Background: an optimization exercise with open tools, aiming at small area. Do not read the settings as production practice.
Only simulation tests tie the RTL to the original design; equivalence was not proved.
Power is estimated from default activity; no workload was simulated.

### design/flow/flow/run.sh
#!/bin/bash
# Standard layout with three changes: ABC maps the logic with an
# area-oriented script (flow/area.abc, via flow/synth.tcl which wraps the standard flow's
# own synthesis script); port buffers use the smallest buffer cell; the clock
# tree is built from clkbuf_4 (sink clusters of up to 8) with no dummy loads.
set -euo pipefail
export MY_ABC_SCRIPT="$PWD/flow/area.abc"
export FLOW_SYNTH_TCL="$PWD/synth_recipe.tcl"
bash standard.sh SYNTH_SCRIPT="$PWD/flow/synth.tcl" \
  BUFFER_PORTS_ARGS="-buffer_cell sky130_fd_sc_hd__buf_1" \
  CTS_ARGS="-sink_clustering_enable -repair_clock_nets -dont_use_dummy_load -buf_list sky130_fd_sc_hd__clkbuf_4 -sink_clustering_size 8 -sink_clustering_max_diameter 60" \
  finish > flow_standard.log 2>&1
### design/flow/flow/area.abc
&get -n
&st
&dc2
&dch -f
&nf -R 1000
&st
&dc2
&dch -f
&nf -R 1000
&put
topo
dnsize -c
### design/flow/flow/synth.tcl
# The standard synthesis script (synth_recipe.tcl), with the ABC logic
# mapping run from flow/area.abc (an area-oriented script) instead of
# ORFS's speed script. Flip-flop mapping, flattening and naming are unchanged.
proc abc {args} {
  set i [lsearch -exact $args -script]
  if {$i >= 0} {
    lset args [expr {$i + 1}] $::env(MY_ABC_SCRIPT)
  }
  yosys abc {*}$args
}
source $::env(FLOW_SYNTH_TCL)
### design/flow/standard.sh
#!/bin/bash
# synth_recipe.tcl (not shown) runs the flow's synth.tcl, then flattens the netlist and writes it again
# the make line also repeats each setting of config.mk as NAME=value (left out here)
make -C /OpenROAD-flow-scripts/flow DESIGN_CONFIG=/design/flow/config.mk WORK_HOME=/design/flow/orfs CLKGATE_MAP_FILE= SYNTH_SCRIPT=/design/flow/synth_recipe.tcl "${@:-finish}"
### design/flow/config.mk
export PLATFORM = sky130hd
export DESIGN_NAME = raiden_core
export DESIGN_NICKNAME = raiden_core
export VERILOG_FILES = /design/flow/design.v
export SDC_FILE = /design/flow/constraint.sdc
export NUM_CORES = 4
export LEC_CHECK = 0
export CAP_MARGIN = 20
export CORE_MARGIN = 2
export CORE_UTILIZATION = 40
export SLEW_MARGIN = 20
### design/flow/constraint.sdc
create_clock -name core_clock -period 10.0 [get_ports {clk}]
set_input_delay 2.0000 -clock core_clock [delete_from_list [all_inputs] [get_ports {clk}]]
set_output_delay 2.0000 -clock core_clock [all_outputs]
set_load 0.01 [all_outputs]
### design/flow/design.v
module raiden_core (
    input  wire        clk,
    input  wire        rst,
    input  wire        req_valid,
    input  wire        req_we,
    input  wire [7:0]  req_addr,
    input  wire [31:0] req_wdata,
    output wire        rsp_valid,
    output wire [31:0] rsp_rdata,
    output wire        rsp_err,
    input  wire [7:0]  trig_in,
    input  wire        uart_rx,
    output wire        out_o,
    output wire        out_oe,
    output wire        outn_o,
    output wire        outn_oe,
    output wire        armed_o,
    output wire        fired_o,
    output wire [15:0] pull_o
);
    localparam [2:0] PG_STOPPED = 3'd0;
    localparam [2:0] PG_WAIT    = 3'd1;
    localparam [2:0] PG_PAUSE   = 3'd2;
    localparam [2:0] PG_HIGH    = 3'd3;
    localparam [2:0] PG_LOW     = 3'd4;
    localparam [2:0] D_OFF  = 3'd0;    
    localparam [2:0] D_IDLE = 3'd1;    
    localparam [2:0] D_W2   = 3'd2;    
    localparam [2:0] D_Q    = 3'd3;    
    localparam [2:0] D_DATA = 3'd4;    
    reg [31:0] cfg_pause, cfg_width, cfg_gap, cfg_count, cfg_div;
    reg [1:0]  cfg_kind;
    reg [7:0]  cfg_pin;
    reg        cfg_edge;
    reg [7:0]  cfg_byte;
    reg        cfg_out_en, cfg_inv_en;
    reg        armed, fired, rel;
    reg [2:0]  pg_st;
    reg [31:0] pg_ncnt, pg_nreps;    
    reg [31:0] pg_w, pg_g, pg_p;
    wire [31:0] pg_cnt  = ~pg_ncnt;
    wire [31:0] pg_reps = ~pg_nreps;
    reg [2:0]  det_st;
    reg [5:0]  dk;
    reg        match;
    reg [1:0]  resident;
    reg [7:0]  lat_byte;           
    reg [31:0] lat_div;
    reg [31:0] gcount;
    reg [3:0]  aux;
    reg [1:0]  result;
    reg        rq_valid, rq_err;
    reg [3:0]  rq_sel;
    wire [2:0] lat_pin  = lat_byte[2:0];
    wire       lat_edge = lat_byte[3];
    wire       gpio_hit = trig_in[lat_pin] ^ lat_edge;    
    wire       bit_ok   = (uart_rx == lat_byte[dk[5:3]]);
    wire cnt_hi0  = (pg_cnt[31:1] == 31'd0);
    wire p0       = (pg_p == 32'd0);
    wire cnt1     = cnt_hi0 &  pg_cnt[0];    
    wire tick     = cnt1;
    wire reps_hi0 = (pg_reps[31:1] == 31'd0);
    wire reps0    = reps_hi0 & ~pg_reps[0];
    wire reps1    = reps_hi0 &  pg_reps[0];
    wire        rep_dec = (pg_st == PG_LOW) && cnt1;    
    wire [31:0] cc;        
    wire [31:0] rc;        
    wire [31:0] inc_p;     
    assign cc[0]     = 1'b1;
    assign rc[0]     = rep_dec;
    assign inc_p[0]  = 1'b1;
    genvar ci;
    generate
        for (ci = 1; ci < 32; ci = ci + 1) begin : g_chain
            assign cc[ci]     = cc[ci-1] & pg_ncnt[ci-1];
            assign rc[ci]     = rc[ci-1] & pg_nreps[ci-1];
            assign inc_p[ci]  = inc_p[ci-1] & gcount[ci-1];
        end
    endgenerate
    wire [31:0] dec      = ~(pg_ncnt ^ cc);     
    wire [31:0] reps_dec = ~(pg_nreps ^ rc);    
    wire mapped  = (req_addr[1:0] == 2'b00) && (req_addr <= 8'h30);
    wire ro_reg  = (req_addr == 8'h04) || (req_addr == 8'h24);
    wire do_wr   = req_valid && req_we && mapped && !ro_reg;
    wire wr_cmd  = do_wr && (req_addr == 8'h00);
    wire wd_small = (req_wdata[31:3] == 29'd0);
    wire c_arm   = wr_cmd && wd_small && (req_wdata[2:0] == 3'd1);
    wire c_dis   = wr_cmd && wd_small && (req_wdata[2:0] == 3'd2);
    wire c_exe   = wr_cmd && wd_small && (req_wdata[2:0] == 3'd3);
    wire c_rst   = wr_cmd && wd_small && (req_wdata[2:0] == 3'd4);
    wire c_poll  = wr_cmd && wd_small && (req_wdata[2:0] == 3'd5);
    wire c_ill   = wr_cmd && !(wd_small && req_wdata[2:0] != 3'd0 &&
                               req_wdata[2:0] <= 3'd5);
    wire in_wait  = (pg_st == PG_WAIT);
    wire arm_cfg_bad = (cfg_kind == 2'd1) && (cfg_pin[7:3] != 5'd0);
    wire arm_ok   = c_arm && !armed && !arm_cfg_bad;
    wire exe_ok   = c_exe && armed;
    wire poll_ok  = c_poll && armed && !(in_wait && !rel);
    wire disarm   = exe_ok || poll_ok || ((c_dis || c_rst) && armed);
    wire do_start = in_wait && (rel || exe_ok);
    wire cfg_rst  = rst || c_rst;
    wire is_high = (pg_st == PG_HIGH);
    wire s_p   = ~arm_ok & do_start & ~p0;
    wire s_w   = ~arm_ok & ((do_start & p0) | (~do_start & cnt1 & ~in_wait & ~is_high));
    wire s_g   = ~arm_ok & ~do_start & cnt1 & is_high;
    wire s_d   = ~arm_ok & ~do_start & cnt1 & in_wait;
    wire s_dec = ~arm_ok & ~do_start & ~cnt1;
    wire [31:0] cnt_mux = ({32{s_p}} & pg_p) | ({32{s_w}} & pg_w) |
                          ({32{s_g}} & pg_g) | ({32{s_d}} & lat_div) |
                          ({32{s_dec}} & dec) | {31'd0, arm_ok};
    reg        fire;
    reg [2:0]  n_det_st;
    reg        dk_clr, dk_inc;
    reg        n_match;
    reg [2:0]  n_pg_st;
    reg [31:0] n_pg_cnt, n_pg_reps, n_pg_w, n_pg_g;
    reg        n_rel;
    reg [1:0]  n_result;
    always @* begin
        fire     = 1'b0;
        n_det_st = det_st;
        dk_clr   = 1'b0;
        dk_inc   = 1'b0;
        n_match  = match;
        if (det_st != D_OFF) begin
            if (resident[0]) begin
                case (det_st)
                    D_IDLE: if (!gpio_hit) n_det_st = D_W2;
                    D_W2:   if (gpio_hit) begin n_det_st = D_Q; dk_clr = 1'b1; end
                    D_Q:
                        if (gpio_hit) begin
                            if (dk[1:0] == 2'd2) begin
                                fire     = 1'b1;
                                n_det_st = D_OFF;
                            end else begin
                                dk_inc = 1'b1;
                            end
                        end else begin
                            n_det_st = D_W2;
                        end
                    default: ;
                endcase
            end else if (tick) begin
                case (det_st)
                    D_IDLE: if (uart_rx) n_det_st = D_W2;
                    D_W2:   if (!uart_rx) begin n_det_st = D_Q; dk_clr = 1'b1; end
                    D_Q:
                        if (dk[1:0] == 2'd3) begin
                            if (!uart_rx) begin
                                n_det_st = D_DATA;
                                dk_clr   = 1'b1;
                                n_match  = 1'b1;
                            end else begin
                                n_det_st = D_W2;
                            end
                        end else begin
                            dk_inc = 1'b1;
                        end
                    D_DATA: begin
                        dk_inc = 1'b1;
                        if (dk[2:0] == 3'd7) begin
                            n_match = match & bit_ok;
                            if (dk[5:3] == 3'd7) begin
                                if (match & bit_ok) begin
                                    fire     = 1'b1;
                                    n_det_st = D_OFF;
                                end else begin
                                    n_det_st = D_IDLE;
                                end
                            end
                        end
                    end
                    default: ;
                endcase
            end
        end
        n_pg_st   = pg_st;
        n_pg_cnt  = pg_cnt;
        n_pg_reps = pg_reps;
        n_pg_w    = pg_w;
        n_pg_g    = pg_g;
        if (do_start) begin
            if (!p0)         n_pg_st = PG_PAUSE;
            else if (!reps0) n_pg_st = PG_HIGH;
            else             n_pg_st = PG_STOPPED;
        end else if (cnt1) begin
            case (pg_st)
                PG_PAUSE: n_pg_st = reps0 ? PG_STOPPED : PG_HIGH;
                PG_HIGH:  n_pg_st = PG_LOW;
                PG_LOW:   n_pg_st = reps1 ? PG_STOPPED : PG_HIGH;
                default: ;
            endcase
        end
        n_pg_cnt = cnt_mux;
        n_pg_reps = reps_dec;
        n_rel = (rel & ~in_wait) | fire;
        if (arm_ok) begin
            n_det_st  = (cfg_kind != 2'd0) ? D_IDLE : D_OFF;
            n_pg_st   = PG_WAIT;
            n_pg_reps = cfg_count;
            n_pg_w    = (cfg_width[31:2] == 30'd0) ? 32'd4 : cfg_width;
            n_pg_g    = (cfg_gap[31:2]   == 30'd0) ? 32'd4 : cfg_gap;
            n_rel     = 1'b0;
        end
        if (disarm) begin
            n_det_st = D_OFF;
            if (n_pg_st == PG_WAIT)
                n_pg_st = PG_STOPPED;
            n_rel = 1'b0;
        end
        n_result = result;
        if (c_arm)
            n_result = armed ? 2'b01 : (arm_cfg_bad ? 2'b11 : 2'b00);
        else if (c_exe)
            n_result = armed ? 2'b00 : 2'b01;
        else if (c_ill)
            n_result = 2'b10;
        else if (c_dis || c_rst || c_poll)
            n_result = 2'b00;
    end
    wire [7:0]  a        = req_addr;
    wire        we_pause = do_wr && (a == 8'h08);
    wire        we_width = do_wr && (a == 8'h0C);
    wire        we_gap   = do_wr && (a == 8'h10);
    wire        we_count = do_wr && (a == 8'h14);
    wire        we_kind  = do_wr && (a == 8'h18) && (req_wdata[1:0] != 2'd3);
    wire        we_pin   = do_wr && (a == 8'h1C);
    wire        we_byte  = do_wr && (a == 8'h20);
    wire        we_aux   = do_wr && (a == 8'h28);
    wire        we_outc  = do_wr && (a == 8'h2C);
    wire        we_div   = do_wr && (a == 8'h30) && (req_wdata != 32'd0);
    wire        gc_inc   = exe_ok || poll_ok;
    wire [31:0] gcount_inc = gcount ^ (inc_p & {32{gc_inc}});    
    wire [31:0] rmask    = {32{cfg_rst}};
    wire [31:0] wd_rst0  = req_wdata & ~rmask;
    wire [31:0] wd_100   = (req_wdata & ~(rmask & ~32'd100)) | (rmask & 32'd100);
    wire [31:0] wd_1     = (req_wdata & ~(rmask & ~32'd1))   | (rmask & 32'd1);
    wire [31:0] wd_16    = (req_wdata & ~(rmask & ~32'd16))  | (rmask & 32'd16);
    wire [8:0]  wd_pin   = req_wdata[8:0] | {1'b0, rmask[7:0]};
    wire [8:0]  wd_pin_r = {wd_rst0[8], wd_pin[7:0]};
    wire [1:0]  wd_outc  = {wd_rst0[1], req_wdata[0] | cfg_rst};
    always @(posedge clk) begin
        if (we_pause || cfg_rst) cfg_pause <= wd_rst0;
        if (we_width || cfg_rst) cfg_width <= wd_100;
        if (we_gap   || cfg_rst) cfg_gap   <= wd_100;
        if (we_count || cfg_rst) cfg_count <= wd_1;
        if (we_div   || cfg_rst) cfg_div   <= wd_16;
        if (we_kind  || cfg_rst) cfg_kind  <= wd_rst0[1:0];
        if (we_pin   || cfg_rst) {cfg_edge, cfg_pin} <= wd_pin_r;
        if (we_byte  || cfg_rst) cfg_byte  <= wd_rst0[7:0];
        if (we_aux   || cfg_rst) aux       <= wd_rst0[3:0];
        if (we_outc  || cfg_rst) {cfg_inv_en, cfg_out_en} <= wd_outc;
        gcount <= gcount_inc & ~rmask;
    end
    always @(posedge clk) begin
        if (rst) begin
            armed    <= 1'b0;
            fired    <= 1'b0;
            rel      <= 1'b0;
            pg_st    <= PG_STOPPED;
            det_st   <= D_OFF;
            resident <= 2'd0;
            result   <= 2'b00;
            rq_valid <= 1'b0;
            rq_err   <= 1'b0;
            rq_sel   <= 4'd0;
        end else begin
            if (arm_ok)
                armed <= 1'b1;
            else if (disarm)
                armed <= 1'b0;
            if (arm_ok || c_rst)
                fired <= 1'b0;
            else if (fire || exe_ok)
                fired <= 1'b1;
            rel    <= n_rel;
            pg_st  <= n_pg_st;
            det_st <= n_det_st;
            if (arm_ok)
                resident <= cfg_kind;
            result   <= n_result;
            rq_valid <= req_valid;
            rq_err   <= req_valid && (!mapped || (req_we && ro_reg));
            rq_sel   <= (req_valid && !req_we && mapped) ? req_addr[5:2] : 4'd0;
        end
    end
    always @(posedge clk) begin
        pg_ncnt  <= ~n_pg_cnt;
        pg_nreps <= ~n_pg_reps;
        pg_w    <= n_pg_w;
        pg_g    <= n_pg_g;
        dk      <= (dk + {5'd0, dk_inc}) & ~{6{dk_clr}};
        match   <= n_match;
        if (!armed) begin
            pg_p    <= cfg_pause;
            lat_div <= cfg_div;
        end
        if (arm_ok)
            lat_byte <= (cfg_kind == 2'd1) ? {4'd0, cfg_edge, cfg_pin[2:0]} : cfg_byte;
    end
    reg [31:0] rd_val;
    always @* begin
        case (rq_sel)
            4'd1:  rd_val = {18'd0, resident, 1'b0, in_wait, 4'b0000,
                             fired, armed, 1'b0, result[1] & ~result[0], result[1] & result[0], result[0]};
            4'd2:  rd_val = cfg_pause;
            4'd3:  rd_val = cfg_width;
            4'd4:  rd_val = cfg_gap;
            4'd5:  rd_val = cfg_count;
            4'd6:  rd_val = {30'd0, cfg_kind};
            4'd7:  rd_val = {23'd0, cfg_edge, cfg_pin};
            4'd8:  rd_val = {24'd0, cfg_byte};
            4'd9:  rd_val = gcount;
            4'd10: rd_val = {27'd0, armed, aux};
            4'd11: rd_val = {30'd0, cfg_inv_en, cfg_out_en};
            4'd12: rd_val = cfg_div;
            default: rd_val = 32'd0;
        endcase
    end
    assign rsp_valid = rq_valid;
    assign rsp_err   = rq_err;
    assign rsp_rdata = rd_val;
    wire active = (pg_st == PG_HIGH);
    assign out_oe  = cfg_out_en;
    assign out_o   = cfg_out_en & active;
    assign outn_oe = cfg_inv_en;
    assign outn_o  = cfg_inv_en & ~active;
    assign armed_o = armed;
    assign fired_o = fired;
    genvar p;
    generate
        for (p = 0; p < 8; p = p + 1) begin : g_pull
            wire sel = (resident == 2'd1) && (lat_pin == p);
            assign pull_o[2*p]   = sel & ~lat_edge;
            assign pull_o[2*p+1] = sel &  lat_edge;
        end
    endgenerate
endmodule
==> run summary <==
-- critical path: cells and delay by family, from the launching register on --
kind,cells,cell delay (ns)
AOI/OAI and AO/OA,1,0.07
DFF,1,0.36
xor gates and xnor gates,1,0.13
adders and majority gates,31,5.77
and+or+nand+nor,6,0.82
buffers and inverters,1,0.14
-- power by group --
| group | internal, mW | switching (mW) | total [mW] |
|---|---|---|---|
| clock network | 0.278 | 0.574 | 0.852 |
| registers | 2.06 | 0.0615 | 2.12 |
| logic | 0.0209 | 0.0620 | 0.0829 |
-- cell usage in the layout (no fill, tap or decap), types with 14 or more instances in the layout --
cell type / instances
buf_4: 23
clkbuf_4: 61
edfxtp_1: 322
a21oi_1: 28
nor2_1: 81
and2_0: 49
a222oi_1: 63
dfxtp_1: 121
a221oi_1: 34
nor3_1: 29
ha_1: 64
nand4_1: 32
nand3_1: 24
a221o_1: 20
o21ai_0: 65
nor2b_1: 15
nor4_1: 38
and3_1: 21
nand2_1: 134
o211ai_1: 14
buf_1: 108
nand2b_1: 28
-- final timing paths --
| kind | start | endpoint | slack [ns] |
|---|---|---|---|
| hold reg to reg | cfg_div[19] | lat_div[19] | 0.40 |
| setup reg to reg | pg_ncnt[0] | pg_nreps[31] | 2.55 |
| setup / recovery | pg_ncnt[0] | pg_nreps[31] | 2.55 |
| hold / removal | cfg_div[19] | lat_div[19] | 0.40 |
-- layout make-up --
| class | instances | area (sq um) | area share |
|---|---|---|---|
| Antenna cell | 1 | 2.50 | 0.000129 |
| Clock buffer | 61 | 458 | 0.0235 |
| Multi-Input combinational cell | 835 | 5550 | 0.285 |
| Timing Repair Buffer | 131 | 578 | 0.0297 |
| Tap cell | 592 | 741 | 0.0381 |
| Inverter | 8 | 31.3 | 0.00161 |
| Sequential cell | 443 | 12100 | 0.622 |
-- metrics by stage --
stage               instances   util  hold WS, ns  power, mW  setup slack [ns]
floorplan                1344      -        0.414       2.18              2.04
global placement         2009  0.431        0.417       2.25              1.98
detailed placement       2009  0.431        0.421       2.25              1.81
CTS                      2070  0.442        0.404       3.08              2.52
global route             2071  0.442        0.416       3.16              2.09
finish                   2071  0.442        0.404       3.06              2.55
-- metal layers --
layer / GRT usage / vias to the layer above
met4: 0.0701 / 0
met1: 0.291 / 6127
met3: 0.0371 / 90
met5: 0 / -
met2: 0.374 / 579
li1: - / 5572
-- kinds of logic (layout without fill, tap and decap cells) --
group | count (synthesis) | count (layout)
AOI/OAI and AO/OA | 270 | 270
other | 0 | 1
and+or+nand+nor | 489 | 489
muxes | 4 | 4
xor gates and xnor gates | 8 | 8
DFF | 443 | 443
adders and majority gates | 64 | 64
buffers and inverters | 66 | 200
-- synthesized netlist by cell type, drive strengths merged, types with 3 or more instances --
library cell  instances  share of area
a211oi                3         0.0013
a21boi                4         0.0017
a21oi                29         0.0082
a221o                20          0.011
a221oi               34          0.017
a222oi               63          0.035
a22o                  3         0.0015
a22oi                12         0.0051
a31oi                 9         0.0032
and2                 49          0.017
and3                 21         0.0074
buf                  58          0.012
clkinv                8         0.0017
dfxtp               121           0.14
edfxtp              322           0.54
ha                   64          0.045
nand2               134          0.028
nand2b               28         0.0099
nand3                24         0.0068
nand3b                5         0.0021
nand4                32          0.011
nor2                 83          0.018
nor2b                16         0.0056
nor3                 37          0.010
nor3b                 4         0.0017
nor4                 38          0.013
nor4b                 3         0.0015
o211ai               14         0.0059
o21ai                69          0.019
o22ai                 3         0.0011
or2                   6         0.0021
or4                   3         0.0013
xnor2                 4         0.0020
xor2                  4         0.0020
==> run summary <==
GRT Total Usage=0.221; initial antenna violation count=2; Final Wtd Congestion=0.846; drt pass-1 iters=8; Worst-Margin Slew=1.17 ns; CP Class=reg -> reg; Cell Pwr Density=157 nW/um^2; vias in the first global route=11,828; met3 wire len=4.40 mm; cts hold-fix bufs=0; LEAKAGE=6.81 nW; met1 WL=21.1 mm; Layout area overhead=9.38%; crit-path most repeated cell=ha_1; Num CTS Buffers=61; critical path arrival=8.15 ns; share of cells above drive strength 1=0.0710; most used flip-flop cell after synthesis=edfxtp_1; Slew HR=0.216; die area=46,200 sq um; DR vias=12,368; final instance area=19,400 sq um; CP Capture Type=register; HP Class=reg -> reg; htree depth=2; FF-to-FF path depth=40; Post-Synth Adder-Cell Area=0.0450; Min Clock Period, post-route=7.45 ns; Root Driver=clkbuf_4; mux cell area share after synthesis=0.00366; Post-synth ARST share=0; core outline area=44,000 sq um; sequential fraction of the synthesis area=0.680; Final setup viols=0; TNS Setup=0 ns; TritonCTS clock tree=done; Compound-Gate Fraction of Synth Area=0.114; mean post-synth cell area=13.2 sq um; fin. max-slew vios=0; clock-pin slew on the worst setup and hold paths=0.11 ns; Yosys reg bits=443; number of max-cap violations=0; largest net degree at the start of global routing=69; Data required, critical path=10.70 ns; Residual DRC=0; status=complete, no violations; Ys Warns=1; worst-skew pair later-pin latency=0.83 ns; port bufs=108; synthesized area=17,800 sq um; final count of hold timing violations=0; # resized after CTS=0; wire length per cell=25.0 microns; Post-CTS Setup Bufs=0; Overflow after GRT=0; vias per inst=5.97; nets=1,597; f_max=134 MHz; post-synthesis simple-gate area fraction=0.139; period utilisation layout=0.745; Slowest-stage cell, CP=dfxtp_1; Clock Skews=0.0680 ns; IO Count=109; Net Count, Synth=1,461; first-pass GRT wire length=75.9 mm; critical path's largest stage delay=0.36 ns; HPWL after DPL=34.3 mm; initial DRC count=1,352; number of synthesized flops with an enable pin=322; Initial Utilization=0.404; Syn Inst Count=1,344; WL final=51.8 mm; filler cell count=4,077; largest family of logic cells by synthesized area=simple AND/OR/NAND/NOR gates; Hold Path Cell Cnt=0; CP Launch Type=register; Antenna Nets Post-Route=0; crit path max fanout=6; met2 WL post-DR=25.0 mm; peak supply drop=0.0819 mV; die width=215 microns; # rows=77; DR top layer=met4; Clock Path Buffers=3; RSZ-0062 raised after global routing=false; Synth Area in XOR/XNOR=0.00394; CTS sink cnt=443; DP Area=19,000 sq um; synth unique cells=46; die height=215 microns

-- re-timing with driven ports --
Ports are ideal in the flow. The routed layout listed here was re-timed in OpenROAD. Step 1 (the two cells are an assumption about what drives the block):
set clk [get_ports {clk}]
set_driving_cell -lib_cell sky130_fd_sc_hd__clkbuf_16 $clk
set_driving_cell -lib_cell sky130_fd_sc_hd__buf_2 [delete_from_list [all_inputs] $clk]
Step 2 times the ports against the registers' clock, not the clock port: input delays grow and output delays shrink by t, the midpoint of the rising clock arrivals with the driver on. Slacks: no drivers / after step 1 / after step 2; pairs: no drivers / after step 1.
t (ns): 0.852
setup slack, ns: 2.550 / 2.550 / 1.740
worst setup path after step 2: input to register
worst data-port slew with drivers (ns): 0.04
After both steps setup and hold are still met in this run. The setup slack of this run moves by 0.000 ns with the drivers and by -0.810 ns with both steps.
